Background: an optimization exercise with open tools, aiming at small area, a short achievable clock period and few clock cycles. Do not read the settings as production practice.
No run shown here included a check of the RTL's function; only the layout flow was run.
Power figures rest on the tool's default switching activity, not on a simulated workload.

==> flow/design.v, too long to show whole: its modules and the start of the top module <==
// module tpb_codec: 271 lines
// module tpb_dec: 71 lines
// module tpb_fast: 126 lines
// module tpb_mul300: 459 lines
// module tpb_divstep: 22 lines
module tpb_codec (
    input  wire        clk,
    input  wire        rst,         
    input  wire        cmd_valid,
    output wire        cmd_ready,
    input  wire [31:0] cmd_word,
    input  wire [63:0] cmd_opd,
    input  wire [15:0] cmd_flen,
    input  wire        frm_valid,
    output wire        frm_ready,
    input  wire [7:0]  frm_data,
    output wire        rsp_valid,
    output wire [7:0]  rsp_status,
    output wire [63:0] rsp_res
);
  // ...
==> flow/run.sh <==
#!/bin/bash
# synth_recipe.tcl (not shown) runs the flow's synth.tcl, then flattens the netlist and writes it again
# the make line also repeats each setting of config.mk as NAME=value (left out here)
make -C /OpenROAD-flow-scripts/flow DESIGN_CONFIG=/design/flow/config.mk WORK_HOME=/design/flow/orfs CLKGATE_MAP_FILE= SYNTH_SCRIPT=/design/flow/synth_recipe.tcl finish
==> flow/config.mk <==
export PLATFORM = sky130hd
export DESIGN_NAME = tpb_codec
export DESIGN_NICKNAME = tpb_codec
export VERILOG_FILES = /design/flow/design.v
export SDC_FILE = /design/flow/constraint.sdc
export NUM_CORES = 8
export LEC_CHECK = 0
export ABC_AREA = 1
export CAP_MARGIN = 20
export CORE_MARGIN = 2
export CORE_UTILIZATION = 40
export SLEW_MARGIN = 20
export SYNTH_HIERARCHICAL = 1
==> flow/constraint.sdc <==
create_clock -name core_clock -period 70.0 [get_ports {clk}]
set_input_delay 14.0000 -clock core_clock [delete_from_list [all_inputs] [get_ports {clk}]]
set_output_delay 14.0000 -clock core_clock [all_outputs]
set_load 0.01 [all_outputs]
==> run_results.csv, run 1 <==
group,metric,value,unit
cells_and_area,share_of_the_final_layout_cell_area_in_sequential_cells,55.2,%
critical_path,critical_path_buf_inv_count,1,
cells_and_area,diodes,0,
pwr,clock_power,0.928,mW
floorplan,row_count,132,
grt,grt_use_total,18.1,%
critical_path,crit_cells,1,
pwr,sequentialPower,0.965,mW
cells_and_area,nonClockBufferCount,204,
synthesis,synth.top_cells.by_count,"1,667 x sky130_fd_sc_hd__dfxtp_1, 1,190 x sky130_fd_sc_hd__nand2_1, 563 x sky130_fd_sc_hd__inv_1, 407 x sky130_fd_sc_hd__nand3_1, 338 x sky130_fd_sc_hd__nor2_1",
synthesis,synth_adder_area_share,4.28,%
critical_path,crit_path_cell_trace,"clkdlybuf4s50_1",
cells_and_area,area_share_nonclk_buffers,3.20,%
grt,grt_use_met1,25.4,%
status,run_status,"timing/DRC/antenna clean",
cells_and_area,multi_input_area_share,24.8,%
pwr,dominant_power_group,"sequential cells",
drt,wl_met1,58700,um
hold_path,hold_path_class,"flip-flop to flip-flop",
floorplan,start_util,40.3,%
grt,number_of_global_route_vias_before_repair,32600,
pwr,internal_power,1.53,mW
cells_and_area,final_common_cell,"sky130_fd_sc_hd__dfxtp_1",
clock_tree,tritoncts.num_buffers,162,
critical_path,endpoint,"rsp_valid",
critical_path,setup.worst_path.start_class,"flip-flop",
drt,total_wire_length_after_detailed_routing,122000,um
synthesis,post_synth_inst_count,5289,
synthesis,synth_edf_count,17,
place,io_buffer_count,172,
critical_path,crit_arrival,1.91,ns
critical_path,regToRegSetupSlack,56.99,ns
floorplan,die-width,365,um
floorplan,tapcell.inserted,1742,
drt,dr_total_vias,34000,
synthesis,ys_types,64,
cells_and_area,clock_buffers,218,
critical_path,critical_path.reg2reg.endpoint,"rr_q[41]$_DFF_P_",
pwr,pwr_per_cell_area,31.5,mW/mm^2
clock_tree,cts_hold_buffers,0,
==> module tpb_codec, before the edit <==
module tpb_codec (
    input  wire        clk,
    input  wire        rst,         
    input  wire        cmd_valid,
    output wire        cmd_ready,
    input  wire [31:0] cmd_word,
    input  wire [63:0] cmd_opd,
    input  wire [15:0] cmd_flen,
    input  wire        frm_valid,
    output wire        frm_ready,
    input  wire [7:0]  frm_data,
    output wire        rsp_valid,
    output wire [7:0]  rsp_status,
    output wire [63:0] rsp_res
);
    localparam [3:0] ST_OK          = 4'h0;
    localparam [3:0] ST_BAD_SYNC    = 4'h1;
    localparam [3:0] ST_BAD_SIZE    = 4'h2;
    localparam [3:0] ST_BAD_PID     = 4'h3;
    localparam [3:0] ST_BAD_ADAPT   = 4'h4;
    localparam [3:0] ST_UNKNOWN_PKT = 4'h5;
    localparam [3:0] ST_BAD_OFFSET  = 4'h6;
    localparam [3:0] ST_ILLEGAL     = 4'hD;
    localparam NR = 22;             
    localparam RL = 8;              
    localparam DIV_K   = 8;
    localparam DIV_PAD = 2;
    localparam DIV_CYC = 8;
    localparam XW      = DIV_PAD + 64;
    reg [7:0]  p [0:11];            
    reg [7:0]  ring [0:NR-1][0:RL-1];
    reg [2:0]  ph;                  
    reg [2:0]  dofs;                
    reg [6:0]  err;                 
    reg        rv_q;
    reg [3:0]  rs_q;
    reg [41:0] rr_q;
    reg        crdy_q;
    reg        frdy_q;
    reg        clr_q;
    reg [2:0]  ccnt;
    reg        in_load;
    reg [7:0]  tk;                  
    reg        fb_v;
    reg [7:0]  fb_d;
    reg        load_ok;
    reg        sp_pend;
    reg        sp_wr;
    reg [7:0]  a_idx;
    reg [7:0]  a_dat;
    reg           busy;
    reg [2:0]     ecnt;
    reg [XW-1:0]  xq;
    reg [6:0]     rem;
    assign cmd_ready  = crdy_q;
    assign frm_ready  = frdy_q;
    assign rsp_valid  = rv_q;
    assign rsp_status = {4'd0, rs_q};
    assign rsp_res    = {22'd0, rr_q};
    wire fire = cmd_valid & crdy_q;
    wire take = frm_valid & frdy_q;
    wire [1:0]  afc     = p[3][5:4];
    wire        has_af  = afc[1];
    wire        has_pl  = afc[0];
    wire [7:0]  af_len  = p[4];
    wire [12:0] pid     = {p[1][4:0], p[2]};
    wire        has_pcr = has_af & p[5][4];
    wire [41:0] pcr_rd;
    tpb_mul300 u_mul (
        .base ({p[6], p[7], p[8], p[9], p[10][7]}),
        .ext  ({p[10][0], p[11]}),
        .res  (pcr_rd)
    );
    wire [7:0] af_win_len = (af_len > 8'd183) ? 8'd183 : af_len;
    wire [8:0] pl_start   = has_af ? (9'd5 + {1'b0, af_len}) : 9'd4;
    wire [8:0] pl_off     = (pl_start > 9'd188) ? 9'd188 : pl_start;
    wire [8:0] pl_len     = 9'd188 - pl_off;
    wire [3:0] st_validate = (p[0] != 8'h47) ? ST_BAD_SYNC :
                             (has_af && af_len > 8'd183) ? ST_BAD_ADAPT : ST_OK;
    wire cls_unk = (p[0] != 8'h47) & (p[0] != 8'h80);
    wire cls_80  = (p[0] == 8'h80);
    wire [6:0] err_new;
    assign err_new[0] = rv_q && rs_q == ST_BAD_SYNC;
    assign err_new[1] = rv_q && rs_q == ST_BAD_SIZE;
    assign err_new[2] = rv_q && rs_q == ST_BAD_PID;
    assign err_new[3] = rv_q && rs_q == ST_BAD_ADAPT;
    assign err_new[4] = rv_q && rs_q == ST_UNKNOWN_PKT;
    assign err_new[5] = rv_q && rs_q == ST_BAD_OFFSET;
    assign err_new[6] = rv_q && rs_q == ST_ILLEGAL;
    wire [6:0]  err_eff  = err | err_new;
    wire [7:0] fidx  = tk - 8'd1;                   
    wire [7:0] waddr = fb_v ? fidx : a_idx;
    wire [7:0] wj    = waddr - 8'd12;
    wire [4:0] wring = wj[7:3];
    wire       w_static = (waddr < 8'd12);
    wire       at_slot = (ph == waddr[2:0] + dofs);
    wire ld_w      = fb_v & ((fidx == 8'd0) ? (fb_d == 8'h47) : load_ok);
    wire sp_go     = sp_pend & (w_static | (at_slot & ~clr_q));
    wire bus_we    = ld_w | (sp_go & sp_wr);
    wire [7:0] wbus = fb_v ? fb_d : a_dat;
    wire [7:0] rbus = clr_q ? 8'd0 : wbus;
    wire       rwe  = bus_we & ~w_static;
    reg [7:0] ring_rd;
    integer ri;
    always @* begin
        ring_rd = 8'd0;
        for (ri = 0; ri < NR; ri = ri + 1)
            if (wring == ri) ring_rd = ring_rd | ring[ri][0];
    end
    wire [7:0] static_rd = p[waddr[3:0]];
    wire [7:0] rd_byte   = w_static ? static_rd : ring_rd;
    wire [6:0]       st_r;
    wire [DIV_K-1:0] st_q;
    tpb_divstep #(.K(DIV_K)) u_div (
        .rem_in  (rem),
        .bits    (xq[XW-1:XW-DIV_K]),
        .rem_out (st_r),
        .q       (st_q)
    );
    wire [XW-1:0] xq_next  = {xq[XW-DIV_K-1:0], st_q};
    wire          div_last = busy & (ecnt == DIV_CYC - 1);
    wire [32:0]   base_wr  = xq_next[32:0];
    wire [8:0]    ext_wr   = {st_r, xq_next[XW-1:XW-2]};
    wire clr_first = clr_q & (ccnt == 3'd0);
    reg [7:0] pn [0:11];
    integer bi;
    always @* begin
        for (bi = 0; bi < 12; bi = bi + 1) begin
            pn[bi] = p[bi];
            if (bus_we && w_static && waddr[3:0] == bi) pn[bi] = wbus;
        end
        if (div_last) begin
            pn[6]  = base_wr[32:25];
            pn[7]  = base_wr[24:17];
            pn[8]  = base_wr[16:9];
            pn[9]  = base_wr[8:1];
            pn[10] = {base_wr[0], 6'b111111, ext_wr[8]};
            pn[11] = ext_wr[7:0];
        end
        if (clr_first)
            for (bi = 0; bi < 12; bi = bi + 1) pn[bi] = 8'd0;
    end
    wire [95:0] p_cur  = {p[11], p[10], p[9], p[8], p[7], p[6], p[5], p[4], p[3], p[2], p[1], p[0]};
    wire [95:0] p_slow = {pn[11], pn[10], pn[9], pn[8], pn[7], pn[6], pn[5], pn[4], pn[3], pn[2], pn[1], pn[0]};
    wire [95:0] p_d;
    wire        o_rv_d;
    wire [3:0]  o_rs_d;
    wire [41:0] o_rr_d;
    wire        L_load, L_slow, L_pcr, L_sysrst;
    wire [6:0]  err_d;
    wire        crdy_d;
    wire [36:0] dl;
    tpb_dec u_dec (
        .cmd_word    (cmd_word),
        .cmd_flen    (cmd_flen),
        .dl          (dl)
    );
    assign L_load   = dl[1];
    assign L_slow   = dl[4];
    assign L_pcr    = dl[12];
    assign L_sysrst = dl[15];
    tpb_fast u_fast (
        .fire        (fire),
        .imm         (cmd_word[31:16]),
        .dl          (dl),
        .p_cur       (p_cur),
        .p_slow      (p_slow),
        .st_validate (st_validate),
        .cls_unk     (cls_unk),
        .cls_80      (cls_80),
        .af_win_len  (af_win_len),
        .pl_len      (pl_len[7:0]),
        .pl_off      (pl_off[7:0]),
        .pcr_rd      (pcr_rd),
        .err_eff     (err_eff),
        .in_load     (in_load),
        .load_done   (in_load & take & (tk == 8'd187)),
        .load_ok     (load_ok),
        .sp_pend     (sp_pend),
        .sp_go       (sp_go),
        .sp_wr       (sp_wr),
        .rd_byte     (rd_byte),
        .crdy_hold   (busy & ~div_last),
        .p_d         (p_d),
        .err_d       (err_d),
        .crdy_d      (crdy_d),
        .rv_d        (o_rv_d),
        .rs_d        (o_rs_d),
        .rr_d        (o_rr_d)
    );
    integer rr, pp;
    always @(posedge clk) begin
        for (rr = 0; rr < NR; rr = rr + 1) begin
            for (pp = 0; pp < RL - 1; pp = pp + 1)
                ring[rr][pp] <= ring[rr][pp + 1];
            if (clr_q || (rwe && wring == rr))
                ring[rr][RL-1] <= rbus;
            else
                ring[rr][RL-1] <= ring[rr][0];
        end
        for (bi = 0; bi < 12; bi = bi + 1)
            p[bi] <= p_d[8*bi +: 8];
        ph <= ph + 3'd1;
        if (busy) begin
            xq  <= xq_next;
            rem <= st_r;
            ecnt <= ecnt + 3'd1;
            if (div_last) busy <= 1'b0;
        end else begin
            xq  <= {{DIV_PAD{1'b0}}, cmd_opd};
            rem <= 7'd0;
            ecnt <= 3'd0;
            if (fire && L_pcr) busy <= 1'b1;
        end
        if (!sp_pend) begin
            a_idx <= cmd_word[15:8];
            a_dat <= cmd_word[23:16];
            sp_wr <= cmd_word[2];
            if (fire && L_slow) sp_pend <= 1'b1;
        end else if (sp_go) begin
            sp_pend <= 1'b0;
        end
        fb_d <= frm_data;
        fb_v <= take & in_load;
        if (take & in_load) tk <= tk1;
        if (fire && L_load) in_load <= 1'b1;
        if (fb_v && fidx == 8'd0) load_ok <= (fb_d == 8'h47);
        if (in_load && take && tk == 8'd187) in_load <= 1'b0;
        if (!in_load) tk <= 8'd0;
        if (ld_w && fidx == 8'd12) dofs <= ph - 3'd4;    
        if (clr_q) begin
            ccnt <= ccnt + 3'd1;
            if (ccnt == 3'd7) clr_q <= 1'b0;
        end
        if (fire && L_sysrst) begin
            clr_q <= 1'b1;
            ccnt  <= 3'd0;
        end
        err <= err_d;
        rv_q <= o_rv_d;
        rs_q <= o_rs_d;
        rr_q <= o_rr_d;
        crdy_q <= crdy_d;
        frdy_q <= frdy_next;
        if (rst) begin
            ph      <= 3'd0;
            dofs    <= 3'd0;
            err     <= 7'd0;
            rv_q    <= 1'b0;
            crdy_q  <= 1'b0;
            frdy_q  <= 1'b0;
            clr_q   <= 1'b1;
            ccnt    <= 3'd0;
            in_load <= 1'b0;
            tk      <= 8'd0;
            fb_v    <= 1'b0;
            load_ok <= 1'b0;
            sp_pend <= 1'b0;
            busy    <= 1'b0;
        end
    end
    wire [7:0] tk1    = tk + 8'd1;
    wire       ok_n   = (fb_v && fidx == 8'd0) ? (fb_d == 8'h47) : load_ok;
    wire [2:0] dofs_n = (ld_w && fidx == 8'd12) ? ph - 3'd4 : dofs;
    wire [2:0] ph2    = ph + 3'd2;
    wire fr_b = in_load & (tk < 8'd188) &
                ((tk <= 8'd12) | ~ok_n | (~clr_q & (ph2 == tk[2:0] + dofs_n)));
    wire fr_a = in_load & (tk < 8'd187) &
                ((tk <= 8'd12) | ~ok_n | (~clr_q & (ph2 == tk1[2:0] + dofs_n)));
    wire frdy_next = (fire & L_load) | (take ? fr_a : fr_b);
endmodule
==> run 2, diff against run 1 <==
--- a/flow/design.v
+++ b/flow/design.v
@@ -23,4 +23,4 @@
     localparam [3:0] ST_ILLEGAL     = 4'hD;
-    localparam NR = 22;             
-    localparam RL = 8;              
+    localparam NR = 11;             
+    localparam RL = 16;             
     localparam DIV_K   = 8;
@@ -31,4 +31,4 @@
     reg [7:0]  ring [0:NR-1][0:RL-1];
-    reg [2:0]  ph;                  
-    reg [2:0]  dofs;                
+    reg [3:0]  ph;                  
+    reg [3:0]  dofs;                
     reg [6:0]  err;                 
@@ -40,3 +40,3 @@
     reg        clr_q;
-    reg [2:0]  ccnt;
+    reg [3:0]  ccnt;
     reg        in_load;
@@ -47,6 +47,10 @@
     reg        sp_pend;
-    reg        sp_wr;
+    reg [2:0]  a_op;                
     reg [7:0]  a_idx;
     reg [7:0]  a_dat;
+    reg        w_pend;
+    reg [7:0]  w_idx;
+    reg [7:0]  w_dat;
     reg           busy;
+    reg           sysrst_q;         
     reg [2:0]     ecnt;
@@ -91,13 +95,24 @@
     wire [7:0] fidx  = tk - 8'd1;                   
-    wire [7:0] waddr = fb_v ? fidx : a_idx;
-    wire [7:0] wj    = waddr - 8'd12;
-    wire [4:0] wring = wj[7:3];
-    wire       w_static = (waddr < 8'd12);
-    wire       at_slot = (ph == waddr[2:0] + dofs);
-    wire ld_w      = fb_v & ((fidx == 8'd0) ? (fb_d == 8'h47) : load_ok);
-    wire sp_go     = sp_pend & (w_static | (at_slot & ~clr_q));
-    wire bus_we    = ld_w | (sp_go & sp_wr);
-    wire [7:0] wbus = fb_v ? fb_d : a_dat;
-    wire [7:0] rbus = clr_q ? 8'd0 : wbus;
-    wire       rwe  = bus_we & ~w_static;
+    wire       fb_static = (fidx < 8'd12);
+    wire       a_static  = (a_idx < 8'd12);
+    wire       sp_rdb    = (a_op == 3'b000);    
+    wire       sp_wr     = (a_op == 3'b001);    
+    wire       sp_tsc    = (a_op == 3'b100);    
+    wire       sp_afc    = (a_op == 3'b101);    
+    wire       sp_clrpcr = (a_op == 3'b111);    
+    wire       sp_clrerr = (a_op == 3'b110);    
+    wire [7:0] raddr = w_pend ? w_idx : (fb_v ? fidx : a_idx);
+    wire [7:0] rj    = raddr - 8'd12;
+    wire [3:0] rring = rj[7:4];
+    wire [3:0] rslot = rj[3:0] + dofs;
+    wire       at_wr = (rslot == ph);                
+    wire       at_rd = (rslot[2:0] == ph[2:0]);      
+    wire ld_w  = fb_v & ((fidx == 8'd0) ? (fb_d == 8'h47) : load_ok);
+    wire w_go  = w_pend & at_wr & ~clr_q;
+    wire sp_go = sp_pend & ~w_pend & (a_static | (~clr_q & (sp_wr ? at_wr : at_rd)));
+    wire [7:0] saddr = fb_v ? fidx : a_idx;
+    wire       s_we  = fb_v ? (ld_w & fb_static) : (sp_go & sp_wr & a_static);
+    wire [7:0] sbus  = fb_v ? fb_d : a_dat;
+    wire       r_we  = w_go | (ld_w & ~fb_static) | (sp_go & sp_wr & ~a_static);
+    wire [7:0] rbus  = clr_q ? 8'd0 : (w_pend ? w_dat : (fb_v ? fb_d : a_dat));
     reg [7:0] ring_rd;
@@ -107,6 +122,6 @@
         for (ri = 0; ri < NR; ri = ri + 1)
-            if (wring == ri) ring_rd = ring_rd | ring[ri][0];
+            if (rring == ri) ring_rd = ring_rd | ((rslot[3] ^ ph[3]) ? ring[ri][8] : ring[ri][0]);
     end
-    wire [7:0] static_rd = p[waddr[3:0]];
-    wire [7:0] rd_byte   = w_static ? static_rd : ring_rd;
+    wire [7:0] static_rd = p[a_idx[3:0]];
+    wire [7:0] rd_byte   = a_static ? static_rd : ring_rd;
     wire [6:0]       st_r;
@@ -123,3 +138,3 @@
     wire [8:0]    ext_wr   = {st_r, xq_next[XW-1:XW-2]};
-    wire clr_first = clr_q & (ccnt == 3'd0);
+    wire clr_first = clr_q & (ccnt == 4'd0);
     reg [7:0] pn [0:11];
@@ -129,3 +144,15 @@
             pn[bi] = p[bi];
-            if (bus_we && w_static && waddr[3:0] == bi) pn[bi] = wbus;
+            if (s_we && saddr[3:0] == bi) pn[bi] = sbus;
+        end
+        if (sp_go && sp_tsc) pn[3][7:6] = a_dat[1:0];
+        if (sp_go && sp_afc) pn[3][5:4] = a_dat[1:0];
+        if (sp_go && sp_clrpcr && p[3][5]) begin
+            pn[5][4] = 1'b0;
+            pn[6] = 8'd0; pn[7] = 8'd0; pn[8] = 8'd0;
+            pn[9] = 8'd0; pn[10] = 8'd0; pn[11] = 8'd0;
+        end
+        if (busy && ecnt == 3'd0) begin
+            if (!p[3][5]) pn[3][5:4] = 2'b11;
+            if (p[4] < 8'd7) pn[4] = 8'd7;
+            pn[5][4] = 1'b1;
         end
@@ -148,23 +175,6 @@
     wire [41:0] o_rr_d;
-    wire        L_load, L_slow, L_pcr, L_sysrst;
-    wire [6:0]  err_d;
-    wire        crdy_d;
-    wire [36:0] dl;
-    tpb_dec u_dec (
-        .cmd_word    (cmd_word),
-        .cmd_flen    (cmd_flen),
-        .dl          (dl)
-    );
-    assign L_load   = dl[1];
-    assign L_slow   = dl[4];
-    assign L_pcr    = dl[12];
-    assign L_sysrst = dl[15];
-    tpb_fast u_fast (
-        .fire        (fire),
-        .imm         (cmd_word[31:16]),
-        .dl          (dl),
+    wire [41:0] res_m;
+    tpb_resmux u_res (
+        .op          (cmd_word[7:0]),
         .p_cur       (p_cur),
-        .p_slow      (p_slow),
-        .st_validate (st_validate),
-        .cls_unk     (cls_unk),
         .cls_80      (cls_80),
@@ -175,2 +185,11 @@
         .err_eff     (err_eff),
+        .m           (res_m)
+    );
+    tpb_rsp u_rsp (
+        .fire        (fire),
+        .cmd_word    (cmd_word),
+        .cmd_flen    (cmd_flen),
+        .m           (res_m),
+        .st_validate (st_validate),
+        .cls_unk     (cls_unk),
         .in_load     (in_load),
@@ -180,8 +199,7 @@
         .sp_go       (sp_go),
-        .sp_wr       (sp_wr),
+        .sp_rdb      (sp_rdb),
+        .sp_clrerr   (sp_clrerr),
+        .err_eff     (err_eff),
+        .w_pend      (w_pend),
         .rd_byte     (rd_byte),
-        .crdy_hold   (busy & ~div_last),
-        .p_d         (p_d),
-        .err_d       (err_d),
-        .crdy_d      (crdy_d),
         .rv_d        (o_rv_d),
@@ -190,2 +208,9 @@
     );
+    tpb_pw u_pw (
+        .fire        (fire),
+        .cmd_word    (cmd_word),
+        .p_cur       (p_cur),
+        .p_slow      (p_slow),
+        .p_d         (p_d)
+    );
     integer rr, pp;
@@ -195,3 +220,3 @@
                 ring[rr][pp] <= ring[rr][pp + 1];
-            if (clr_q || (rwe && wring == rr))
+            if (clr_q || (r_we && rring == rr))
                 ring[rr][RL-1] <= rbus;
@@ -202,3 +227,4 @@
             p[bi] <= p_d[8*bi +: 8];
-        ph <= ph + 3'd1;
+        ph <= ph + 4'd1;
+        busy <= busy_d;
         if (busy) begin
@@ -207,3 +233,2 @@
             ecnt <= ecnt + 3'd1;
-            if (div_last) busy <= 1'b0;
         end else begin
@@ -212,4 +237,4 @@
             ecnt <= 3'd0;
-            if (fire && L_pcr) busy <= 1'b1;
         end
+        sp_pend <= sp_pend_d;
         if (!sp_pend) begin
@@ -217,6 +242,9 @@
             a_dat <= cmd_word[23:16];
-            sp_wr <= cmd_word[2];
-            if (fire && L_slow) sp_pend <= 1'b1;
-        end else if (sp_go) begin
-            sp_pend <= 1'b0;
+            a_op  <= {cmd_word[5], cmd_word[4], cmd_word[2]};
+        end
+        w_pend <= w_pend_d;
+        if (fb_v && fidx == 8'd0 && fb_d == 8'h47) w_pend <= 1'b0;
+        if (!w_pend) begin
+            w_idx <= cmd_word[15:8];
+            w_dat <= cmd_word[23:16];
         end
@@ -225,16 +253,20 @@
         if (take & in_load) tk <= tk1;
-        if (fire && L_load) in_load <= 1'b1;
+        in_load <= in_load_d;
         if (fb_v && fidx == 8'd0) load_ok <= (fb_d == 8'h47);
-        if (in_load && take && tk == 8'd187) in_load <= 1'b0;
         if (!in_load) tk <= 8'd0;
-        if (ld_w && fidx == 8'd12) dofs <= ph - 3'd4;    
+        if (ld_w && fidx == 8'd12) dofs <= ph;           
+        sysrst_q <= sysrst_d;
         if (clr_q) begin
-            ccnt <= ccnt + 3'd1;
-            if (ccnt == 3'd7) clr_q <= 1'b0;
+            ccnt <= ccnt + 4'd1;
+            if (ccnt == 4'd15) clr_q <= 1'b0;
         end
-        if (fire && L_sysrst) begin
-            clr_q <= 1'b1;
-            ccnt  <= 3'd0;
+        if (sysrst_q) begin
+            clr_q  <= 1'b1;
+            ccnt   <= 4'd0;
+            w_pend <= 1'b0;
         end
-        err <= err_d;
+        if (sysrst_q || (sp_go && sp_clrerr))
+            err <= 7'd0;
+        else
+            err <= err_eff;
         rv_q <= o_rv_d;
@@ -243,6 +275,6 @@
         crdy_q <= crdy_d;
-        frdy_q <= frdy_next;
+        frdy_q <= frdy_d;
         if (rst) begin
-            ph      <= 3'd0;
-            dofs    <= 3'd0;
+            ph      <= 4'd0;
+            dofs    <= 4'd0;
             err     <= 7'd0;
@@ -252,3 +284,4 @@
             clr_q   <= 1'b1;
-            ccnt    <= 3'd0;
+            ccnt    <= 4'd0;
+            w_pend  <= 1'b0;
             in_load <= 1'b0;
@@ -259,2 +292,3 @@
             busy    <= 1'b0;
+            sysrst_q <= 1'b0;
         end
@@ -263,89 +297,42 @@
     wire       ok_n   = (fb_v && fidx == 8'd0) ? (fb_d == 8'h47) : load_ok;
-    wire [2:0] dofs_n = (ld_w && fidx == 8'd12) ? ph - 3'd4 : dofs;
-    wire [2:0] ph2    = ph + 3'd2;
+    wire [3:0] dofs_n = (ld_w && fidx == 8'd12) ? ph : dofs;
+    wire [3:0] ph2    = ph + 4'd2;
+    wire [7:0] tkj    = tk - 8'd12;
+    wire [7:0] tk1j   = tk - 8'd11;
+    wire       r_free = ~clr_q & ~w_pend;       
     wire fr_b = in_load & (tk < 8'd188) &
-                ((tk <= 8'd12) | ~ok_n | (~clr_q & (ph2 == tk[2:0] + dofs_n)));
+                ((tk < 8'd12) | ~ok_n |
+                 (r_free & ((tk == 8'd12) | (ph2 == tkj[3:0] + dofs_n))));
     wire fr_a = in_load & (tk < 8'd187) &
-                ((tk <= 8'd12) | ~ok_n | (~clr_q & (ph2 == tk1[2:0] + dofs_n)));
-    wire frdy_next = (fire & L_load) | (take ? fr_a : fr_b);
-endmodule
-module tpb_dec (
-    input  wire [31:0] cmd_word,
-    input  wire [15:0] cmd_flen,
-    output wire [36:0] dl
-);
-    wire [7:0]  op  = cmd_word[7:0];
-    wire [7:0]  idx = cmd_word[15:8];
-    wire [15:0] imm = cmd_word[31:16];
-    wire idx_z  = (idx == 8'd0);
-    wire imm_z  = (imm == 16'd0);
-    wire f0_ok  = idx_z & imm_z;
-    wire fx_ok  = imm_z;
-    wire fx8_ok = (imm[15:8] == 8'd0);
-    wire fm4_ok = idx_z & (imm[15:4] == 12'd0);
-    wire fm2_ok = idx_z & (imm[15:2] == 14'd0);
-    wire idx_ok = (idx < 8'd188);
-    wire o00 = (op == 8'h00), o01 = (op == 8'h01), o02 = (op == 8'h02), o03 = (op == 8'h03);
-    wire o04 = (op == 8'h04), o05 = (op == 8'h05);
-    wire o10 = (op == 8'h10), o11 = (op == 8'h11), o12 = (op == 8'h12), o13 = (op == 8'h13);
-    wire o14 = (op == 8'h14), o15 = (op == 8'h15), o16 = (op == 8'h16), o17 = (op == 8'h17);
-    wire o18 = (op == 8'h18);
-    wire o20 = (op == 8'h20), o21 = (op == 8'h21), o22 = (op == 8'h22), o23 = (op == 8'h23);
-    wire o24 = (op == 8'h24), o25 = (op == 8'h25), o26 = (op == 8'h26), o27 = (op == 8'h27);
-    wire o28 = (op == 8'h28);
-    wire o30 = (op == 8'h30), o31 = (op == 8'h31), o32 = (op == 8'h32), o33 = (op == 8'h33);
-    wire o34 = (op == 8'h34), o35 = (op == 8'h35), o36 = (op == 8'h36), o37 = (op == 8'h37);
-    wire oF0 = (op == 8'hF0), oF1 = (op == 8'hF1), oF2 = (op == 8'hF2);
-    wire of0 = o00 | o01 | o02 | o05 | o10 | o11 | o12 | o13 | o14 | o15 | o16 | o17 | o18 |
-               o20 | o22 | o24 | o26 | o28 | o30 | o31 | o32 | o33 | o34 | o35 | o36 | o37 |
-               oF0 | oF1 | oF2;
-    wire legal = (of0 & f0_ok) | (o03 & fx_ok) | (o04 & fx8_ok) | (o21 & idx_z) |
-                 (o27 & fm4_ok) | ((o23 | o25) & fm2_ok);
-    wire flen_ok = (cmd_flen == 16'd188);
-    assign dl[0]  = ~legal;
-    assign dl[1]  = o01 & f0_ok & flen_ok;                   
-    assign dl[2]  = o01 & f0_ok & ~flen_ok;                  
-    assign dl[3]  = o02 & f0_ok;                             
-    assign dl[4]  = ((o03 & fx_ok) | (o04 & fx8_ok)) & idx_ok;    
-    assign dl[5]  = ((o03 & fx_ok) | (o04 & fx8_ok)) & ~idx_ok;   
-    assign dl[6]  = o05 & f0_ok;                             
-    assign dl[7]  = o21 & idx_z & (imm[15:13] == 3'd0);      
-    assign dl[8]  = o21 & idx_z & (imm[15:13] != 3'd0);      
-    assign dl[9]  = o23 & fm2_ok;                            
-    assign dl[10] = o25 & fm2_ok;                            
-    assign dl[11] = o27 & fm4_ok;                            
-    assign dl[12] = o36 & f0_ok;                             
-    assign dl[13] = o37 & f0_ok;                             
-    assign dl[14] = oF1 & f0_ok;                             
-    assign dl[15] = oF2 & f0_ok;                             
-    assign dl[16] = o11 & f0_ok;
-    assign dl[17] = o12 & f0_ok;
-    assign dl[18] = o14 & f0_ok;
-    assign dl[19] = o15 & f0_ok;
-    assign dl[20] = o17 & f0_ok;
-    assign dl[21] = o18 & f0_ok;
-    assign dl[22] = o10 & f0_ok;
-    assign dl[23] = o13 & f0_ok;
-    assign dl[24] = o16 & f0_ok;
-    assign dl[25] = o20 & f0_ok;
-    assign dl[26] = o22 & f0_ok;
-    assign dl[27] = o24 & f0_ok;
-    assign dl[28] = o26 & f0_ok;
-    assign dl[29] = o28 & f0_ok;
-    assign dl[30] = o30 & f0_ok;
-    assign dl[31] = o31 & f0_ok;
-    assign dl[32] = o32 & f0_ok;
-    assign dl[33] = o33 & f0_ok;
-    assign dl[34] = o34 & f0_ok;
-    assign dl[35] = o35 & f0_ok;
-    assign dl[36] = (oF0 | oF1) & f0_ok;
+                ((tk < 8'd11) | ~ok_n |
+                 (r_free & ((tk == 8'd11) | (tk == 8'd12) | (ph2 == tk1j[3:0] + dofs_n))));
+    wire busy_d, sp_pend_d, w_pend_d, in_load_d, sysrst_d, crdy_d, frdy_d;
+    tpb_ctl u_ctl (
+        .fire       (fire),
+        .take       (take),
+        .cmd_word   (cmd_word),
+        .cmd_flen   (cmd_flen),
+        .busy       (busy),
+        .div_last   (div_last),
+        .sp_pend    (sp_pend),
+        .sp_go      (sp_go),
+        .w_pend     (w_pend),
+        .w_go       (w_go),
+        .in_load    (in_load),
+        .tk_last    (tk == 8'd187),
+        .fr_a       (fr_a),
+        .fr_b       (fr_b),
+        .sysrst_q   (sysrst_q),
+        .busy_d     (busy_d),
+        .sp_pend_d  (sp_pend_d),
+        .w_pend_d   (w_pend_d),
+        .in_load_d  (in_load_d),
+        .sysrst_d   (sysrst_d),
+        .crdy_d     (crdy_d),
+        .frdy_d     (frdy_d)
+    );
 endmodule
-module tpb_fast (
-    input  wire        fire,
-    input  wire [15:0] imm,
-    input  wire [36:0] dl,           
+module tpb_resmux (
+    input  wire [7:0]  op,
     input  wire [95:0] p_cur,
-    input  wire [95:0] p_slow,
-    input  wire [3:0]  st_validate,
-    input  wire        cls_unk,
     input  wire        cls_80,
@@ -356,2 +343,35 @@
     input  wire [6:0]  err_eff,
+    output wire [41:0] m
+);
+    wire [7:0] p1 = p_cur[15:8], p2 = p_cur[23:16], p3 = p_cur[31:24], p5 = p_cur[47:40];
+    wire       has_af  = p3[5];
+    wire       has_pl  = p3[4];
+    wire       has_pcr = has_af & p5[4];
+    wire [12:0] pid    = {p1[4:0], p2};
+    wire [13:0] err_full = {err_eff[6], 6'd0, err_eff[5:0], 1'b0};
+    assign m =
+        ({42{(op == 8'h05) & cls_80}} & 42'd1) |
+        ({42{(op == 8'h10)}} & {41'd0, p1[7]}) |
+        ({42{(op == 8'h13)}} & {41'd0, p1[6]}) |
+        ({42{(op == 8'h16)}} & {41'd0, p1[5]}) |
+        ({42{(op == 8'h20)}} & {29'd0, pid}) |
+        ({42{(op == 8'h22)}} & {40'd0, p3[7:6]}) |
+        ({42{(op == 8'h24)}} & {40'd0, p3[5:4]}) |
+        ({42{(op == 8'h26)}} & {38'd0, p3[3:0]}) |
+        ({42{(op == 8'h28)}} & {41'd0, (pid == 13'h1FFF)}) |
+        ({42{(op == 8'h30)}} & {41'd0, has_af}) |
+        ({42{(op == 8'h31)}} & {41'd0, has_pl}) |
+        ({42{(op == 8'h32) & has_af}} & {26'd0, af_win_len, 8'd5}) |
+        ({42{(op == 8'h33) & has_pl}} & {26'd0, pl_len, pl_off}) |
+        ({42{(op == 8'h34)}} & {41'd0, has_pcr}) |
+        ({42{(op == 8'h35) & has_pcr}} & pcr_rd) |
+        ({42{(op == 8'hF0)}} & {28'd0, err_full});
+endmodule
+module tpb_rsp (
+    input  wire        fire,
+    input  wire [31:0] cmd_word,
+    input  wire [15:0] cmd_flen,
+    input  wire [41:0] m,
+    input  wire [3:0]  st_validate,
+    input  wire        cls_unk,
     input  wire        in_load,
@@ -361,8 +381,7 @@
     input  wire        sp_go,
-    input  wire        sp_wr,
+    input  wire        sp_rdb,
+    input  wire        sp_clrerr,
+    input  wire [6:0]  err_eff,
+    input  wire        w_pend,
     input  wire [7:0]  rd_byte,
-    input  wire        crdy_hold,
-    output reg  [95:0] p_d,
-    output wire [6:0]  err_d,
-    output wire        crdy_d,
     output reg         rv_d,
@@ -371,31 +390,64 @@
 );
-    wire [7:0] p0 = p_cur[7:0],   p1 = p_cur[15:8],  p3 = p_cur[31:24];
-    wire [7:0] p2 = p_cur[23:16], p4 = p_cur[39:32], p5 = p_cur[47:40];
-    wire       has_af  = p3[5];
-    wire       has_pl  = p3[4];
-    wire       has_pcr = has_af & p5[4];
-    wire [12:0] pid    = {p1[4:0], p2};
-    wire ill       = dl[0];
-    wire L_load    = dl[1];
-    wire L_loadbad = dl[2];
-    wire L_val     = dl[3];
-    wire L_slow    = dl[4];
-    wire L_offbad  = dl[5];
-    wire L_cls     = dl[6];
-    wire L_pid     = dl[7];
-    wire L_pidbad  = dl[8];
-    wire L_tsc     = dl[9];
-    wire L_afc     = dl[10];
-    wire L_cc      = dl[11];
-    wire L_pcr     = dl[12];
-    wire L_clrpcr  = dl[13] & has_af;
-    wire L_clrerr  = dl[14];
-    wire L_sysrst  = dl[15];
-    wire L_tei_s   = dl[16], L_tei_c = dl[17];
-    wire L_pus_s   = dl[18], L_pus_c = dl[19];
-    wire L_tp_s    = dl[20], L_tp_c  = dl[21];
-    wire s_tei = dl[22], s_pus = dl[23], s_tp = dl[24], s_pid = dl[25];
-    wire s_tsc = dl[26], s_afc = dl[27], s_cc = dl[28], s_null = dl[29];
-    wire s_haf = dl[30], s_hpl = dl[31];
-    wire s_afs = dl[32], s_pls = dl[33], s_hpcr = dl[34], s_gpcr = dl[35], s_err = dl[36];
+    function [19:0] dec;
+        input [31:0] w;
+        input [15:0] flen;
+        reg [7:0] op, idx;
+        reg [15:0] imm;
+        reg valid, n_idx, n_hi8, n_m4, n_2, n_lo2;
+        reg z_idx, z_hi8, z_m4, z_2, z_lo2, f0, fx, fx8, fm4, fm2, ok, ring;
+        begin
+            op = w[7:0]; idx = w[15:8]; imm = w[31:16];
+            valid = 1'b1; n_idx = 1'b1; n_hi8 = 1'b1; n_m4 = 1'b1; n_2 = 1'b1; n_lo2 = 1'b1;
+            case (op)
+                8'h00, 8'h01, 8'h02, 8'h05, 8'h10, 8'h11, 8'h12, 8'h13, 8'h14, 8'h15,
+                8'h16, 8'h17, 8'h18, 8'h20, 8'h22, 8'h24, 8'h26, 8'h28, 8'h30, 8'h31,
+                8'h32, 8'h33, 8'h34, 8'h35, 8'h36, 8'h37, 8'hF0, 8'hF1, 8'hF2: ;
+                8'h03: n_idx = 1'b0;
+                8'h04: begin n_idx = 1'b0; n_m4 = 1'b0; n_2 = 1'b0; n_lo2 = 1'b0; end
+                8'h21: begin n_hi8 = 1'b0; n_m4 = 1'b0; n_2 = 1'b0; n_lo2 = 1'b0; end
+                8'h27: begin n_2 = 1'b0; n_lo2 = 1'b0; end
+                8'h23, 8'h25: n_lo2 = 1'b0;
+                default: valid = 1'b0;
+            endcase
+            z_idx = (idx == 8'd0);
+            z_hi8 = (imm[15:8] == 8'd0);
+            z_m4  = (imm[7:4] == 4'd0);
+            z_2   = (imm[3:2] == 2'd0);
+            z_lo2 = (imm[1:0] == 2'd0);
+            f0  = z_idx & z_hi8 & z_m4 & z_2 & z_lo2;
+            fx  = z_hi8 & z_m4 & z_2 & z_lo2;
+            fx8 = z_hi8;
+            fm4 = z_idx & z_hi8 & z_m4;
+            fm2 = z_idx & z_hi8 & z_m4 & z_2;
+            ok  = (idx < 8'd188);
+            ring = (idx >= 8'd12);
+            dec[0]  = ~(valid & (z_idx | ~n_idx) & (z_hi8 | ~n_hi8) & (z_m4 | ~n_m4) &
+                        (z_2 | ~n_2) & (z_lo2 | ~n_lo2));
+            dec[1]  = (op == 8'h01) & f0 & (flen == 16'd188);
+            dec[2]  = (op == 8'h01) & f0 & (flen != 16'd188);
+            dec[3]  = (op == 8'h02) & f0;
+            dec[4]  = ((((op == 8'h03) & fx) | ((op == 8'h04) & fx8)) & ok) |
+                      (((op == 8'h23) | (op == 8'h25)) & fm2) |
+                      (((op == 8'h37) | (op == 8'hF1)) & f0);
+            dec[5]  = (((op == 8'h03) & fx) | ((op == 8'h04) & fx8)) & ~ok;
+            dec[6]  = (op == 8'h05) & f0;
+            dec[7]  = (op == 8'h21) & z_idx & (imm[15:13] == 3'd0);
+            dec[8]  = (op == 8'h21) & z_idx & (imm[15:13] != 3'd0);
+            dec[9]  = (op == 8'h27) & fm4;
+            dec[10] = (op == 8'h36) & f0;
+            dec[11] = (op == 8'hF2) & f0;
+            dec[12] = (op == 8'h11) & f0;
+            dec[13] = (op == 8'h12) & f0;
+            dec[14] = (op == 8'h14) & f0;
+            dec[15] = (op == 8'h15) & f0;
+            dec[16] = (op == 8'h17) & f0;
+            dec[17] = (op == 8'h18) & f0;
+            dec[18] = (op == 8'h04) & fx8 & ok & ring;
+            dec[19] = f0;
+        end
+    endfunction
+    wire [19:0] dl = dec(cmd_word, cmd_flen);
+    wire ill = dl[0], L_load = dl[1], L_loadbad = dl[2], L_val = dl[3];
+    wire L_slow = dl[4], L_offbad = dl[5], L_cls = dl[6], L_pidbad = dl[8];
+    wire f0_ok = dl[19];
     wire [3:0] f_st;
@@ -405,22 +457,2 @@
     assign f_st[3] = ill;
-    wire [13:0] err_full = {err_eff[6], 6'd0, err_eff[5:0], 1'b0};
-    wire [41:0] f_res =
-        ({42{L_cls & cls_80}} & 42'd1) |
-        ({42{s_tei}} & {41'd0, p1[7]}) |
-        ({42{s_pus}} & {41'd0, p1[6]}) |
-        ({42{s_tp}}  & {41'd0, p1[5]}) |
-        ({42{s_pid}} & {29'd0, pid}) |
-        ({42{s_tsc}} & {40'd0, p3[7:6]}) |
-        ({42{s_afc}} & {40'd0, p3[5:4]}) |
-        ({42{s_cc}}  & {38'd0, p3[3:0]}) |
-        ({42{s_null}} & {41'd0, (pid == 13'h1FFF)}) |
-        ({42{s_haf}} & {41'd0, has_af}) |
-        ({42{s_hpl}} & {41'd0, has_pl}) |
-        ({42{s_afs & has_af}} & {26'd0, af_win_len, 8'd5}) |
-        ({42{s_pls & has_pl}} & {26'd0, pl_len, pl_off}) |
-        ({42{s_hpcr}} & {41'd0, has_pcr}) |
-        ({42{s_gpcr & has_pcr}} & pcr_rd) |
-        ({42{s_err}} & {28'd0, err_full});
-    assign err_d  = (fire & (L_clrerr | L_sysrst)) ? 7'd0 : err_eff;
-    assign crdy_d = ~((fire & (L_pcr | L_sysrst)) | crdy_hold);
     always @* begin
@@ -433,9 +465,176 @@
             rs_d = 4'h0;
-            rr_d = sp_wr ? 42'd0 : {34'd0, rd_byte};
+            rr_d = ({42{sp_rdb}} & {34'd0, rd_byte}) |
+                   ({42{sp_clrerr}} & {28'd0, err_eff[6], 6'd0, err_eff[5:0], 1'b0});
         end else begin
-            rv_d = fire & ~L_load & ~L_slow;
+            rv_d = fire & ~L_load & ~(L_slow & ~(dl[18] & ~w_pend));
             rs_d = f_st;
-            rr_d = f_res;
+            rr_d = {42{f0_ok}} & m;
         end
     end
+endmodule
+module tpb_ctl (
+    input  wire fire,
+    input  wire take,
+    input  wire [31:0] cmd_word,
+    input  wire [15:0] cmd_flen,
+    input  wire busy,
+    input  wire div_last,
+    input  wire sp_pend,
+    input  wire sp_go,
+    input  wire w_pend,
+    input  wire w_go,
+    input  wire in_load,
+    input  wire tk_last,
+    input  wire fr_a,
+    input  wire fr_b,
+    input  wire sysrst_q,
+    output wire busy_d,
+    output wire sp_pend_d,
+    output wire w_pend_d,
+    output wire in_load_d,
+    output wire sysrst_d,
+    output wire crdy_d,
+    output wire frdy_d
+);
+    function [19:0] dec;
+        input [31:0] w;
+        input [15:0] flen;
+        reg [7:0] op, idx;
+        reg [15:0] imm;
+        reg valid, n_idx, n_hi8, n_m4, n_2, n_lo2;
+        reg z_idx, z_hi8, z_m4, z_2, z_lo2, f0, fx, fx8, fm4, fm2, ok, ring;
+        begin
+            op = w[7:0]; idx = w[15:8]; imm = w[31:16];
+            valid = 1'b1; n_idx = 1'b1; n_hi8 = 1'b1; n_m4 = 1'b1; n_2 = 1'b1; n_lo2 = 1'b1;
+            case (op)
+                8'h00, 8'h01, 8'h02, 8'h05, 8'h10, 8'h11, 8'h12, 8'h13, 8'h14, 8'h15,
+                8'h16, 8'h17, 8'h18, 8'h20, 8'h22, 8'h24, 8'h26, 8'h28, 8'h30, 8'h31,
+                8'h32, 8'h33, 8'h34, 8'h35, 8'h36, 8'h37, 8'hF0, 8'hF1, 8'hF2: ;
+                8'h03: n_idx = 1'b0;
+                8'h04: begin n_idx = 1'b0; n_m4 = 1'b0; n_2 = 1'b0; n_lo2 = 1'b0; end
+                8'h21: begin n_hi8 = 1'b0; n_m4 = 1'b0; n_2 = 1'b0; n_lo2 = 1'b0; end
+                8'h27: begin n_2 = 1'b0; n_lo2 = 1'b0; end
+                8'h23, 8'h25: n_lo2 = 1'b0;
+                default: valid = 1'b0;
+            endcase
+            z_idx = (idx == 8'd0);
+            z_hi8 = (imm[15:8] == 8'd0);
+            z_m4  = (imm[7:4] == 4'd0);
+            z_2   = (imm[3:2] == 2'd0);
+            z_lo2 = (imm[1:0] == 2'd0);
+            f0  = z_idx & z_hi8 & z_m4 & z_2 & z_lo2;
+            fx  = z_hi8 & z_m4 & z_2 & z_lo2;
+            fx8 = z_hi8;
+            fm4 = z_idx & z_hi8 & z_m4;
+            fm2 = z_idx & z_hi8 & z_m4 & z_2;
+            ok  = (idx < 8'd188);
+            ring = (idx >= 8'd12);
+            dec[0]  = ~(valid & (z_idx | ~n_idx) & (z_hi8 | ~n_hi8) & (z_m4 | ~n_m4) &
+                        (z_2 | ~n_2) & (z_lo2 | ~n_lo2));
+            dec[1]  = (op == 8'h01) & f0 & (flen == 16'd188);
+            dec[2]  = (op == 8'h01) & f0 & (flen != 16'd188);
+            dec[3]  = (op == 8'h02) & f0;
+            dec[4]  = ((((op == 8'h03) & fx) | ((op == 8'h04) & fx8)) & ok) |
+                      (((op == 8'h23) | (op == 8'h25)) & fm2) |
+                      (((op == 8'h37) | (op == 8'hF1)) & f0);
+            dec[5]  = (((op == 8'h03) & fx) | ((op == 8'h04) & fx8)) & ~ok;
+            dec[6]  = (op == 8'h05) & f0;
+            dec[7]  = (op == 8'h21) & z_idx & (imm[15:13] == 3'd0);
+            dec[8]  = (op == 8'h21) & z_idx & (imm[15:13] != 3'd0);
+            dec[9]  = (op == 8'h27) & fm4;
+            dec[10] = (op == 8'h36) & f0;
+            dec[11] = (op == 8'hF2) & f0;
+            dec[12] = (op == 8'h11) & f0;
+            dec[13] = (op == 8'h12) & f0;
+            dec[14] = (op == 8'h14) & f0;
+            dec[15] = (op == 8'h15) & f0;
+            dec[16] = (op == 8'h17) & f0;
+            dec[17] = (op == 8'h18) & f0;
+            dec[18] = (op == 8'h04) & fx8 & ok & ring;
+            dec[19] = f0;
+        end
+    endfunction
+    wire [19:0] dl = dec(cmd_word, cmd_flen);
+    wire L_load = dl[1], L_slow = dl[4], L_pcr = dl[10], L_sysrst = dl[11], L_wrbring = dl[18];
+    wire wrb_now = L_wrbring & ~w_pend;
+    assign busy_d    = busy ? ~div_last : (fire & L_pcr);
+    assign sp_pend_d = sp_pend ? ~sp_go : (fire & L_slow & ~wrb_now);
+    assign w_pend_d  = w_pend ? ~w_go : (fire & wrb_now);
+    assign in_load_d = in_load ? ~(take & tk_last) : (fire & L_load);
+    assign sysrst_d  = fire & L_sysrst;
+    assign crdy_d    = ~((fire & (L_pcr | L_sysrst)) | (busy & ~div_last) | sysrst_q);
+    assign frdy_d    = (fire & L_load) | (take ? fr_a : fr_b);
+endmodule
+module tpb_pw (
+    input  wire        fire,
+    input  wire [31:0] cmd_word,
+    input  wire [95:0] p_cur,
+    input  wire [95:0] p_slow,
+    output reg  [95:0] p_d
+);
+    wire has_af = p_cur[29];
+    wire [7:0] p4 = p_cur[39:32];
+    function [19:0] dec;
+        input [31:0] w;
+        input [15:0] flen;
+        reg [7:0] op, idx;
+        reg [15:0] imm;
+        reg valid, n_idx, n_hi8, n_m4, n_2, n_lo2;
+        reg z_idx, z_hi8, z_m4, z_2, z_lo2, f0, fx, fx8, fm4, fm2, ok, ring;
+        begin
+            op = w[7:0]; idx = w[15:8]; imm = w[31:16];
+            valid = 1'b1; n_idx = 1'b1; n_hi8 = 1'b1; n_m4 = 1'b1; n_2 = 1'b1; n_lo2 = 1'b1;
+            case (op)
+                8'h00, 8'h01, 8'h02, 8'h05, 8'h10, 8'h11, 8'h12, 8'h13, 8'h14, 8'h15,
+                8'h16, 8'h17, 8'h18, 8'h20, 8'h22, 8'h24, 8'h26, 8'h28, 8'h30, 8'h31,
+                8'h32, 8'h33, 8'h34, 8'h35, 8'h36, 8'h37, 8'hF0, 8'hF1, 8'hF2: ;
+                8'h03: n_idx = 1'b0;
+                8'h04: begin n_idx = 1'b0; n_m4 = 1'b0; n_2 = 1'b0; n_lo2 = 1'b0; end
+                8'h21: begin n_hi8 = 1'b0; n_m4 = 1'b0; n_2 = 1'b0; n_lo2 = 1'b0; end
+                8'h27: begin n_2 = 1'b0; n_lo2 = 1'b0; end
+                8'h23, 8'h25: n_lo2 = 1'b0;
+                default: valid = 1'b0;
+            endcase
+            z_idx = (idx == 8'd0);
+            z_hi8 = (imm[15:8] == 8'd0);
+            z_m4  = (imm[7:4] == 4'd0);
+            z_2   = (imm[3:2] == 2'd0);
+            z_lo2 = (imm[1:0] == 2'd0);
+            f0  = z_idx & z_hi8 & z_m4 & z_2 & z_lo2;
+            fx  = z_hi8 & z_m4 & z_2 & z_lo2;
+            fx8 = z_hi8;
+            fm4 = z_idx & z_hi8 & z_m4;
+            fm2 = z_idx & z_hi8 & z_m4 & z_2;
+            ok  = (idx < 8'd188);
+            ring = (idx >= 8'd12);
+            dec[0]  = ~(valid & (z_idx | ~n_idx) & (z_hi8 | ~n_hi8) & (z_m4 | ~n_m4) &
+                        (z_2 | ~n_2) & (z_lo2 | ~n_lo2));
+            dec[1]  = (op == 8'h01) & f0 & (flen == 16'd188);
+            dec[2]  = (op == 8'h01) & f0 & (flen != 16'd188);
+            dec[3]  = (op == 8'h02) & f0;
+            dec[4]  = ((((op == 8'h03) & fx) | ((op == 8'h04) & fx8)) & ok) |
+                      (((op == 8'h23) | (op == 8'h25)) & fm2) |
+                      (((op == 8'h37) | (op == 8'hF1)) & f0);
+            dec[5]  = (((op == 8'h03) & fx) | ((op == 8'h04) & fx8)) & ~ok;
+            dec[6]  = (op == 8'h05) & f0;
+            dec[7]  = (op == 8'h21) & z_idx & (imm[15:13] == 3'd0);
+            dec[8]  = (op == 8'h21) & z_idx & (imm[15:13] != 3'd0);
+            dec[9]  = (op == 8'h27) & fm4;
+            dec[10] = (op == 8'h36) & f0;
+            dec[11] = (op == 8'hF2) & f0;
+            dec[12] = (op == 8'h11) & f0;
+            dec[13] = (op == 8'h12) & f0;
+            dec[14] = (op == 8'h14) & f0;
+            dec[15] = (op == 8'h15) & f0;
+            dec[16] = (op == 8'h17) & f0;
+            dec[17] = (op == 8'h18) & f0;
+            dec[18] = (op == 8'h04) & fx8 & ok & ring;
+            dec[19] = f0;
+        end
+    endfunction
+    wire [19:0] dl = dec(cmd_word, 16'd0);
+    wire [15:0] imm = cmd_word[31:16];
+    wire L_pid = dl[7], L_cc = dl[9];
+    wire L_tei_s = dl[12], L_tei_c = dl[13], L_pus_s = dl[14], L_pus_c = dl[15];
+    wire L_tp_s = dl[16], L_tp_c = dl[17];
     always @* begin
@@ -453,14 +652,3 @@
             end
-            if (L_tsc) p_d[31:30] = imm[1:0];
-            if (L_afc) p_d[29:28] = imm[1:0];
             if (L_cc)  p_d[27:24] = imm[3:0];
-            if (L_pcr) begin
-                if (!has_af) p_d[29:28] = 2'b11;
-                if (p4 < 8'd7) p_d[39:32] = 8'd7;
-                p_d[44] = 1'b1;
-            end
-            if (L_clrpcr) begin
-                p_d[44]    = 1'b0;
-                p_d[95:48] = 48'd0;
-            end
         end
==> flow/flow/run.sh (new file) <==
#!/bin/bash
# Layout flow: the standard flow (standard.sh, ORFS) with two settings
# that ORFS reads from the environment:
#  - BUFFER_PORTS_ARGS: the port buffers are sky130_fd_sc_hd__buf_2 cells
#    (every input and output port still gets its own buffer);
#  - CTS_ARGS: the clock tree is built as the standard flow builds it, but
#    without dummy load cells.
# The clock period, the SDC and every other step are the standard flow's.
set -euo pipefail
export BUFFER_PORTS_ARGS="-buffer_cell sky130_fd_sc_hd__buf_2"
export CTS_ARGS="-sink_clustering_enable -repair_clock_nets -dont_use_dummy_load -sink_clustering_size 30 -sink_clustering_max_diameter 75 -buf_list sky130_fd_sc_hd__clkbuf_16"
bash standard.sh > standard.log 2>&1
==> flow/standard.sh (new file) <==
#!/bin/bash
# synth_recipe.tcl (not shown) runs the flow's synth.tcl, then flattens the netlist and writes it again
# the make line also repeats each setting of config.mk as NAME=value (left out here)
make -C /OpenROAD-flow-scripts/flow DESIGN_CONFIG=/design/flow/config.mk WORK_HOME=/design/flow/orfs CLKGATE_MAP_FILE= SYNTH_SCRIPT=/design/flow/synth_recipe.tcl "${@:-finish}"
--- a/flow/config.mk
+++ b/flow/config.mk
@@ -11,2 +11,5 @@
 export CORE_UTILIZATION = 40
+export CTS_BUF_LIST = sky130_fd_sc_hd__clkbuf_16
+export CTS_CLUSTER_DIAMETER = 75
+export CTS_CLUSTER_SIZE = 30
 export SLEW_MARGIN = 20
removed: flow/run.sh
==> run 2 against run 1 <==
  * Still clean on timing, DRC and antenna
  * Routed wire length is 2.5% higher
  * Sequential share of layout area is 4.9 points higher
  * Count of clock-buffer cells in the layout decreased by 138
  * Hold slack lost 0.072 ns
  * Clock power decreased by 48%
  * Critical path type unchanged
  * Highest routed layer is now met5
==> run_results.csv, run 2 <==
group,metric,value,unit
synthesis,synthTopCellsByArea,"sky130_fd_sc_hd__dfxtp_1 62%, sky130_fd_sc_hd__nand2_1 6.0%, sky130_fd_sc_hd__inv_1 3.6%, sky130_fd_sc_hd__nand3_1 3.0%, sky130_fd_sc_hd__nor2_1 2.5%",
clock_tree,cts_hold_buffers,0,
pwr,pwr_per_cell_area,26.3,mW/mm^2
clock_tree,clkSlewWorstSetupHoldPaths,0.09,ns
drt,dr_total_vias,32400,
synthesis,fraction_of_post_synthesis_cell_area_in_the_top_cell_type_by_area,62.5,%
pwr,cellLeakagePower,24.4,nW
clock_tree,cts_resized,0,
synthesis,synth.most_common_cell,"sky130_fd_sc_hd__dfxtp_1",
floorplan,io-pin-count,199,
clock_tree,total_clock_sinks,1707,
floorplan,die-area,0.137,mm^2
timing,drv_slew,0,
timing,timing.final.setup_violations,0,
floorplan,standard_cell_core_area,0.133,mm^2
grt,grt_overflow_total,0,
drt,final_antenna_net_count,0,
status,run_status,"timing/DRC/antenna clean",
cells_and_area,ratio_of_cells_with_drive_above_1_in_the_final_layout,11.8,%
cells_and_area,largest_register_ff_count,1408,
drt,wl_met1,58600,um
critical_path,critPathTopFamily,"flip-flops",
critical_path,crit_path_cell_trace,"buf_2",
floorplan,start_util,40.2,%
clock_tree,cts-htree-levels,3,
synthesis,ys_types,70,
floorplan,die-height,370,um
synthesis,post_synth_inst_count,5170,
synthesis,syn-cell-area,0.0536,mm^2
critical_path,worstSetupPathType,"flip-flop to primary output",
timing,clock.fmax,0.0649,GHz
grt,grt_antenna_before_repair,5,
hold_path,hold_path_class,"flip-flop to flip-flop",
drt,firstDrtPassIters,6,
timing,setup-tns-final,0,ns
synthesis,library_cell_occupying_the_most_area_in_the_post_synthesis_netlist,"sky130_fd_sc_hd__dfxtp_1",
cells_and_area,design.final.nets,5515,
critical_path,longest_individual_stage_delay_on_the_worst_path,0.44,ns
grt,wire_length_of_the_first_global_routing_pass,190000,um
place,routabilityCongestion,0.943,
clock_tree,cts_tree,"yes",
cells_and_area,flow.area_growth_from_synthesis,7.22,%
synthesis,syn_avg_cell_area,10.4,um^2
grt,grt_use_total,18.2,%
synthesis,synth_seq_cells,1707,
place,preCtsSetupSlack,54.14,ns
drt,via_per_inst,4.63,
pwr,peak_supply_drop,0.0206,mV
drt,wl_met2,57400,um
floorplan,row_count,134,
drt,drcViolationCount,0,
synthesis,synth_edf_count,35,
grt,grt_max_degree,82,
place,io_buffer_count,172,
drt,route.met3.wl,5140,um
timing,timing_worst_slew_pin_value,1.15,ns
clock_tree,clk_root_buffer_cell,"sky130_fd_sc_hd__clkbuf_16",
timing,rsz0062_at_grt,"no",
flow_run,maxCapViolCount,0,
timing,timing.max_slew.rel_slack,22.8,%
place,final_hpwl_from_detailed_placement,91600,um
cells_and_area,top_register_by_number_of_flip_flops,"ring",
critical_path,slowest_stage,"sky130_fd_sc_hd__dfxtp_1",
synthesis,synth-async-reset-ratio,0,%
floorplan,die-width,370,um
drt,detail_route.iter0.violations,2089,
grt,number_of_global_route_vias_before_repair,31400,
cells_and_area,final_common_cell,"sky130_fd_sc_hd__dfxtp_1",
drt,routedWlPerCell,17.8,um
critical_path,critical_path_buf_inv_count,1,
clock_tree,clk_path_buf_depth,3,
timing,final.setup.worst_slack,54.58,ns
critical_path,worstPathRequired,56.00,ns
synthesis,synth_seq_area_share,64.4,%
clock_tree,tritoncts.num_buffers,80,
timing,timing_hold_violations_final,0,
synthesis,synthesis.yosys.warnings,14,
timing,period_needed,15.42,ns
synthesis,most_used_flip_flop_cell_after_synthesis,"sky130_fd_sc_hd__dfxtp_1",
critical_path,critical_path_peak_fanout,4,
critical_path,setup.worst_path.start_class,"flip-flop",
drt,total_wire_length_after_detailed_routing,125000,um
timing,final_min_period_over_clock_period,22.0,%
timing,finalClockSkew,0.114,ns
cells_and_area,final_core_util,43.1,%
cells_and_area,most-common-layout-cells,"1,671 x sky130_fd_sc_hd__dfxtp_1, 856 x sky130_fd_sc_hd__nand2_1, 512 x sky130_fd_sc_hd__inv_1",
clock_tree,cts_setup_buffers,0,
clock_tree,clock_insertion_delay_worst_skew,0.72,ns
drt,routed.top_layer,"met5",
critical_path,crit_arrival,1.42,ns
critical_path,critical_path.endpoint_type,"primary output",
cells_and_area,reg_top3,"ring (1408), p (96), xq (66)",
timing,final.hold.worst_slack,0.230,ns
synthesis,synth.top_cells.by_count,"1,672 x sky130_fd_sc_hd__dfxtp_1, 857 x sky130_fd_sc_hd__nand2_1, 514 x sky130_fd_sc_hd__inv_1, 356 x sky130_fd_sc_hd__nor2_1, 322 x sky130_fd_sc_hd__nand3_1",
## run 2: changes by cell type in the layout (fill, tap and decap cells not counted), moves of 72 or more
cell / delta
sky130_fd_sc_hd__a21oi_1: +95
sky130_fd_sc_hd__buf_2: +172
sky130_fd_sc_hd__clkbuf_16: -84
sky130_fd_sc_hd__clkdlybuf4s50_1: -172
sky130_fd_sc_hd__mux2_2: +72
sky130_fd_sc_hd__nand2_1: -333
sky130_fd_sc_hd__nand3_1: -85
sky130_fd_sc_hd__o21ai_0: -79
## run 2: final timing paths
kind                           to                  from  slack (ns)  depth (start not counted)
max                 rsp_status[2]       rs_q[2]$_DFF_P_       54.58                          1
min          ring[128][2]$_DFF_P_  ring[129][2]$_DFF_P_        0.23                          0
max reg2reg      rr_q[41]$_DFF_P_      p[10][7]$_DFF_P_       57.11                         49
min reg2reg  ring[128][2]$_DFF_P_  ring[129][2]$_DFF_P_        0.23                          0
## run 2: routing by layer
layer,global-route usage [%],vias up
li1,-,16300
met1,24.7,15300
met2,30.2,652
met3,2.65,174
met4,5.46,6
met5,0,-
## run 2: per-module statistics from Yosys, one instance, submodules excluded, excerpt
module,cell area [um^2],copies in the design
tpb_pw,1180,1
tpb_ctl,518,1
tpb_codec,44600,1
tpb_resmux,1060,1
tpb_rsp,1350,1
tpb_mul300,2980,1
## run 2: cell type report
type	count	area, um^2
clock buffer	80	2000
tap	1768	2210
sequential	1707	34500
timing repair buffer	198	1060
multi-input combinational	2700	15600
antenna	1	2.50
fill	12800	75800
inverter	548	2060
## run 2: where the power goes
group          leakage (nW)  internal [mW]  switching [mW]  total [mW]
Clock                 0.986          0.205           0.281       0.486
Combinational          9.56         0.0117          0.0307      0.0424
Sequential             13.9          0.977         0.00308       0.981
Total                  24.4           1.19           0.315        1.51
## run 2: cells by family (layout without fill, tap and decap cells)
family	after synthesis	after routing	synth area share, %
flops	1707	1707	64.4
buf+inv	788	826	6.67
other cells	1	27	0.00700
xor+xnor	63	63	1.14
compound gates	508	508	5.49
simple gates	1858	1858	16.0
fa+ha+maj	156	156	4.40
mux	89	89	1.85
## run 2: through the flow
step / instances / cell area, um^2 / power [mW]
after floorplan: 5195 / 53700 / 1.03
after global placement: 6921 / 55500 / 1.05
after detailed placement: 6921 / 55500 / 1.05
after CTS: 7001 / 57500 / 1.52
after global routing: 7002 / 57500 / 1.56
final: 7002 / 57500 / 1.51
==> run 3, diff against run 2 <==
--- a/flow/design.v
+++ b/flow/design.v
@@ -139,2 +139,4 @@
     wire clr_first = clr_q & (ccnt == 4'd0);
+    wire clr_pcr   = sp_go & sp_clrpcr & p[3][5];
+    wire [7:0] s_val = (clr_first | clr_pcr) ? 8'd0 : sbus;
     reg [7:0] pn [0:11];
@@ -144,3 +146,4 @@
             pn[bi] = p[bi];
-            if (s_we && saddr[3:0] == bi) pn[bi] = sbus;
+            if (clr_first || (s_we && saddr[3:0] == bi) || (clr_pcr && bi >= 6))
+                pn[bi] = s_val;
         end
@@ -148,7 +151,3 @@
         if (sp_go && sp_afc) pn[3][5:4] = a_dat[1:0];
-        if (sp_go && sp_clrpcr && p[3][5]) begin
-            pn[5][4] = 1'b0;
-            pn[6] = 8'd0; pn[7] = 8'd0; pn[8] = 8'd0;
-            pn[9] = 8'd0; pn[10] = 8'd0; pn[11] = 8'd0;
-        end
+        if (clr_pcr) pn[5][4] = 1'b0;
         if (busy && ecnt == 3'd0) begin
@@ -166,4 +165,2 @@
         end
-        if (clr_first)
-            for (bi = 0; bi < 12; bi = bi + 1) pn[bi] = 8'd0;
     end
==> run 3 against run 2 <==
  * Register-to-register slack worse by 0.07 ns
  * Largest cell class unchanged
  * Clock skew down 0.028 ns
  * Combinational power rose to 2.7 times the previous value
  * Design area about the same
  * Synthesized area down 0.23%
  * Critical endpoint is now rsp_valid
  * Hold slack better by 0.025 ns
  * Synthesized cell count up 0.31%
  * Non-clock buffer count up 6
==> run_results.csv, run 3 <==
group,metric,value,unit
timing,timing_worst_slew_pin_value,1.10,ns
critical_path,worstSetupPathType,"flip-flop to primary output",
cells_and_area,register_area,0.0345,mm^2
hold_path,hold_path_class,"flip-flop to flip-flop",
floorplan,io-pin-count,199,
cells_and_area,num-fill-cells,12800,
timing,clock.fmax,0.0644,GHz
drt,detail_route.iter0.violations,2057,
pwr,peak_supply_drop,0.0210,mV
synthesis,syn_avg_cell_area,10.3,um^2
pwr,clockPowerShare,30.9,%
critical_path,critical_path.endpoint_type,"primary output",
grt,grt_max_degree,76,
cells_and_area,largest_register_ff_count,1408,
synthesis,post_synth_inst_count,5186,
cells_and_area,instances_no_fill,7029,
cells_and_area,most-common-layout-cells,"1,671 x sky130_fd_sc_hd__dfxtp_1, 927 x sky130_fd_sc_hd__nand2_1, 513 x sky130_fd_sc_hd__inv_1",
clock_tree,cts_hold_buffers,0,
synthesis,synthesis.yosys.warnings,14,
status,run_status,"timing/DRC/antenna clean",
synthesis,synth.top_cells.by_count,"1,672 x sky130_fd_sc_hd__dfxtp_1, 928 x sky130_fd_sc_hd__nand2_1, 515 x sky130_fd_sc_hd__inv_1, 381 x sky130_fd_sc_hd__nand3_1, 377 x sky130_fd_sc_hd__nor2_1",
clock_tree,clk_root_buffer_cell,"sky130_fd_sc_hd__clkbuf_16",
timing,timing.final.setup_violations,0,
synthesis,synth_seq_area_share,64.6,%
synthesis,synth-async-reset-ratio,0,%
cells_and_area,multi_input_combinational_cell_area,0.0155,mm^2
clock_tree,clkSlewWorstSetupHoldPaths,0.10,ns
timing,drv_slew,0,
pwr,pwr_per_cell_area,28.0,mW/mm^2
place,final_hpwl_from_detailed_placement,91100,um
cells_and_area,design.final.nets,5542,
grt,grt_overflow_total,0,
pwr,netSwitchingFraction,23.2,%
place,io_buffer_count,172,
pwr,internal_power,1.23,mW
drt,firstDrtPassIters,5,
pwr,totalPowerFinal,1.61,mW
pwr,portion_of_total_power_attributed_to_combinational_logic,7.1,%
drt,drcViolationCount,0,
synthesis,synth_edf_count,35,
timing,final_min_period_over_clock_period,22.2,%
drt,via_per_inst,4.62,
clock_tree,clock_insertion_delay_worst_skew,0.69,ns
drt,total_wire_length_after_detailed_routing,125000,um
critical_path,crit_arrival,1.53,ns
floorplan,standard_cell_core_area,0.133,mm^2
cells_and_area,ratio_of_cells_with_drive_above_1_in_the_final_layout,11.7,%
synthesis,ys_types,66,
critical_path,setup.worst_path.start_class,"flip-flop",
[run 3: cell types whose count changed after synthesis, moves of 6 or more]
cell / change
sky130_fd_sc_hd__clkbuf_1: -10
sky130_fd_sc_hd__a21oi_1: -125
sky130_fd_sc_hd__nand3_2: -6
sky130_fd_sc_hd__nand2_1: +71
sky130_fd_sc_hd__nand3_1: +59
sky130_fd_sc_hd__mux2_2: +7
sky130_fd_sc_hd__o21ai_1: -29
sky130_fd_sc_hd__or2_0: -24
sky130_fd_sc_hd__o21ai_0: +64
sky130_fd_sc_hd__nor2_1: +21
sky130_fd_sc_hd__o211ai_1: -11
sky130_fd_sc_hd__buf_1: +6
[run 3: logic make-up (layout without fill, tap and decap cells)]
family,count (synthesis),in the layout,synth area share [%]
other cells,1,27,0.00701
mux,92,92,1.93
buf+inv,783,832,6.69
flops,1707,1707,64.6
simple gates,1967,1967,16.6
compound gates,413,413,4.54
xor+xnor,67,67,1.26
fa+ha+maj,156,156,4.41
[run 3: stage by stage]
step | cell area [um^2] | setup slack [ns] | utilization [%] | hold slack, ns
6_report | 57400 | 54.47 | 43.1 | 0.255
3_3_place_gp | 55400 | 54.20 | 41.6 | 0.310
3_5_place_dp | 55400 | 54.18 | 41.6 | 0.312
2_1_floorplan | 53600 | 54.95 | - | 0.310
4_1_cts | 57400 | 54.46 | 43.1 | 0.258
5_1_grt | 57400 | 54.46 | 43.1 | 0.266
[run 3: final timing paths]
kind | startpoint | slack, ns | cells after the start | end
worst max-delay path | rv_q$_SDFF_PP0_ | 54.47 | 1 | rsp_valid
worst min-delay path | ring[150][0]$_DFF_P_ | 0.25 | 0 | ring[149][0]$_DFF_P_
worst max register to register | p[9][0]$_DFF_P_ | 57.04 | 48 | rr_q[41]$_DFF_P_
worst min register to register | ring[150][0]$_DFF_P_ | 0.25 | 0 | ring[149][0]$_DFF_P_
[run 3: Yosys stat by module, one instance, submodules excluded, excerpt]
module / flip-flops and latches / cells / area [um^2] / times used
tpb_ctl: 0 / 111 / 518 / 1
tpb_pw: 0 / 188 / 1180 / 1
tpb_rsp: 0 / 304 / 1350 / 1
tpb_codec: 1707 / 3656 / 44400 / 1
tpb_resmux: 0 / 242 / 1060 / 1
tpb_mul300: 0 / 370 / 2980 / 1
[run 3: area by class of cell]
class / count / share of cell area [%]
sequential: 1707 / 60.1
multi-input combinational: 2721 / 26.9
clock buffer: 83 / 3.62
tap: 1768 / 3.85
antenna: 1 / 0.00436
timing repair buffer: 204 / 1.92
inverter: 545 / 3.57
[run 3: power by group through the flow]
stage / combinational (mW) / sequential [mW] / clock (mW)
5_1_grt: 0.128 / 0.998 / 0.543
6_report: 0.113 / 0.997 / 0.495
3_5_place_dp: 0.113 / 1.02 / 0
3_3_place_gp: 0.113 / 1.02 / 0
2_1_floorplan: 0.0849 / 1.01 / 0
4_1_cts: 0.114 / 0.996 / 0.511
[run 3: routing by layer]
layer | global-route usage, % | wire [um] | up-vias
met2 | 29.8 | 56900 | 723
met1 | 24.4 | 58200 | 15300
met5 | 0 | 0 | -
met3 | 2.54 | 5650 | 191
met4 | 6.21 | 3970 | 0
li1 | - | - | 16300
